Background: an optimization exercise with open tools, aiming at small area, a short achievable clock period and few clock cycles per item. Do not read the settings as production practice. Only simulation tests tie the RTL to the original design; equivalence was not proved. Power figures rest on the tool's default switching activity, not on a simulated workload.

the previous run:
// bpd_lookup
module bpd_lookup #(
    parameter [31:0] DD_WINDOW_MS_RESET = 32'd30000
) (
    input  wire        clk,
    input  wire        rst,          
    input  wire        cmd_valid,
    output wire        cmd_ready,
    input  wire [63:0] cmd,
    input  wire [31:0] now,
    output wire        rsp_valid,
    input  wire        rsp_ready,
    output wire [7:0]  rsp_st,
    output wire [31:0] rsp_rv
);
    localparam DD_SLOTS = 8;
    localparam RT_SIZE  = 64;
    localparam QT       = 3;         
    localparam [7:0] OP_NOP    = 8'h00;
    localparam [7:0] OP_CSRRD  = 8'h01;
    localparam [7:0] OP_CSRWR  = 8'h02;
    localparam [7:0] OP_NEXTID = 8'h04;
    localparam [7:0] OP_RTLKUP = 8'h20;
    localparam [7:0] OP_RTSET  = 8'h21;
    localparam [7:0] OP_RTCLR  = 8'h22;
    localparam [7:0] OP_DDCHK  = 8'h40;
    localparam [7:0] OP_DDREC  = 8'h41;
    localparam [7:0] OP_DDRD   = 8'h42;
  ...
Size in the first run: about 83000 µm² of cells after synthesis.
Settings: LEC_CHECK=0, CAP_MARGIN=20, CORE_MARGIN=2, CORE_UTILIZATION=50, CTS_CLUSTER_DIAMETER=80, CTS_CLUSTER_SIZE=20, SLEW_MARGIN=20, TNS_END_PERCENT=0; clock period 10.0 ns.
standard.sh (not shown) runs the stock make flow with config.mk's settings and CLKGATE_MAP_FILE= SYNTH_SCRIPT=/design/flow/synth_recipe.tcl, a recipe that flattens the netlist after the stock synthesis.
==> flow/flow/run.sh <==
#!/bin/bash
set -euo pipefail
cd "$(dirname "$0")/.."
bash standard.sh SETUP_SLACK_MARGIN=7 finish > flow_make.log 2>&1
Testbench counts of the previous run, summed over its fixed seeds: cycles 24,080, commands 24,000.
What the current run does differently from the previous run at the input level:
-- flow/design.v --
<<< the previous run, line 155
        end
    end
    reg  [15:0] rt_h;
    integer e;
    always @(*) begin
        rt_h   = 16'h0000;
        for (e = 0; e < RT_SIZE; e = e + 1) begin
            rt_h   = rt_h | ({16{r_g[e / 8] & k8[e % 8]}} & rt[e]);
        end
    end
>>> the current run, line 155
        end
    end
    reg  [15:0] rt_h0, rt_h1;    
    integer e;
    always @(*) begin
        rt_h0  = 16'h0000;
        rt_h1  = 16'h0000;
        for (e = 0; e < RT_SIZE; e = e + 1) begin
            if (e < RT_SIZE / 2)
                rt_h0 = rt_h0 | ({16{r_g[e / 8] & k8[e % 8]}} & rt[e]);
            else
                rt_h1 = rt_h1 | ({16{r_g[e / 8] & k8[e % 8]}} & rt[e]);
        end
    end
<<< the previous run, line 185
        | ({32{(f_csrrd & a_ptr) | f_ddrec}} & {29'd0, dd_ptr})
        | ({32{f_csrrd & a_now}}             & c_now)
        | {16'd0, rt_h}
        | ({32{f_rtlkup & a_hi}}             & {16'd0, c_a})
        | ({32{rd_ok & (c_b[1:0] == 2'd0)}}  & 32'd1)
>>> the current run, line 189
        | ({32{(f_csrrd & a_ptr) | f_ddrec}} & {29'd0, dd_ptr})
        | ({32{f_csrrd & a_now}}             & c_now)
        | ({32{f_rtlkup & a_hi}}             & {16'd0, c_a})
        | ({32{rd_ok & (c_b[1:0] == 2'd0)}}  & 32'd1)
<<< the previous run, line 195
    reg [DD_SLOTS-1:0] p_lo;
    reg [31:0]         p_rv;
    always @(posedge clk) begin
        p_ill  <= f_ill;
>>> the current run, line 198
    reg [DD_SLOTS-1:0] p_lo;
    reg [31:0]         p_rv;
    reg [15:0]         p_h0, p_h1;   
    always @(posedge clk) begin
        p_ill  <= f_ill;
<<< the previous run, line 206
        p_lo   <= lo;
        p_rv   <= rv2;
    end
    always @(posedge clk) begin
>>> the current run, line 210
        p_lo   <= lo;
        p_rv   <= rv2;
        p_h0   <= rt_h0;
        p_h1   <= rt_h1;
    end
    always @(posedge clk) begin
<<< the previous run, line 261
            if (m[i]) hit_idx = i[2:0];
    end
    wire [7:0] r_st =
          p_ill  ? ST_ILLEGAL_OP
        : p_bad  ? ST_BAD_ARG
        : (p_nort | (p_rt & (p_rv[15:0] == 16'h0000))) ? ST_NO_ROUTE
        : hit    ? ST_DUPLICATE
        :          ST_OK;
    wire [31:0] r_rv = {p_rv[31:3], p_rv[2:0] | (hit ? hit_idx : 3'd0)};
    wire          h_ld   = ~hv | tk;
    wire          t_any  = (t_n != 2'd0);
>>> the current run, line 267
            if (m[i]) hit_idx = i[2:0];
    end
    wire [15:0] p_h = p_h0 | p_h1;      
    wire [7:0] r_st =
          p_ill  ? ST_ILLEGAL_OP
        : p_bad  ? ST_BAD_ARG
        : (p_nort | (p_rt & (p_h == 16'h0000))) ? ST_NO_ROUTE
        : hit    ? ST_DUPLICATE
        :          ST_OK;
    wire [31:0] r_rv = {p_rv[31:16], p_rv[15:3] | p_h[15:3],
                        p_rv[2:0] | p_h[2:0] | (hit ? hit_idx : 3'd0)};
    wire          h_ld   = ~hv | tk;
    wire          t_any  = (t_n != 2'd0);
## What came out
The current run completed every stage of the flow, and the final layout passed the timing, design-rule and antenna checks.
Where wire length is concerned, the previous run is outperformed by the current run.
The lower weighted congestion reported at the end of routability-driven placement came out of the current run.
Diff the previous run..the current run | count of hold buffers inserted by post-cts repair | unchanged
Diff the previous run -> the current run | maximum number of pins on one net before global-route repair | increase of about 10%
The previous run → the current run: global-route met1 utilization dropped 6.5 points, die area climbed 1900 µm², power climbed 0.37%.
Comparing the current run and the previous run, the higher met2 routed wirelength is on the previous run.
Testbench counts of the current run, summed over its fixed seeds: cycles 24,080, commands 24,000.

[separate check: timing with driven ports]
In the flow no input, the clock included, has a driving cell. The finished layouts below were timed again as built, in two steps. Step 1, drivers: a clkbuf_16 drives clk and a buf_2 each remaining input, both assumed. Step 2, shift: input delay + t, output delay - t, t = (earliest + latest rising clock arrival at the registers) / 2. This alone moves slack from input paths to output paths. a / b / c = no drivers / after step 1 / after step 2; a / b = the first two.
run | t (ns) | slack for setup (ns) | worst hold slack (ns) | worst setup path after step 2 | worst slew at a driven data input, ns
the previous run | 0.891 | 6.140 / 6.140 / 5.559 | 0.349 / 0.349 / 0.349 | input to register | 0.21
the current run | 0.889 | 6.427 / 6.404 / 5.644 | 0.449 / 0.449 / 0.449 | input to register | 0.08
After both steps setup and hold are still met in every run listed. The setup slack of the current run, which loses most, moves by -0.023 ns with the drivers and by -0.783 ns with both steps.
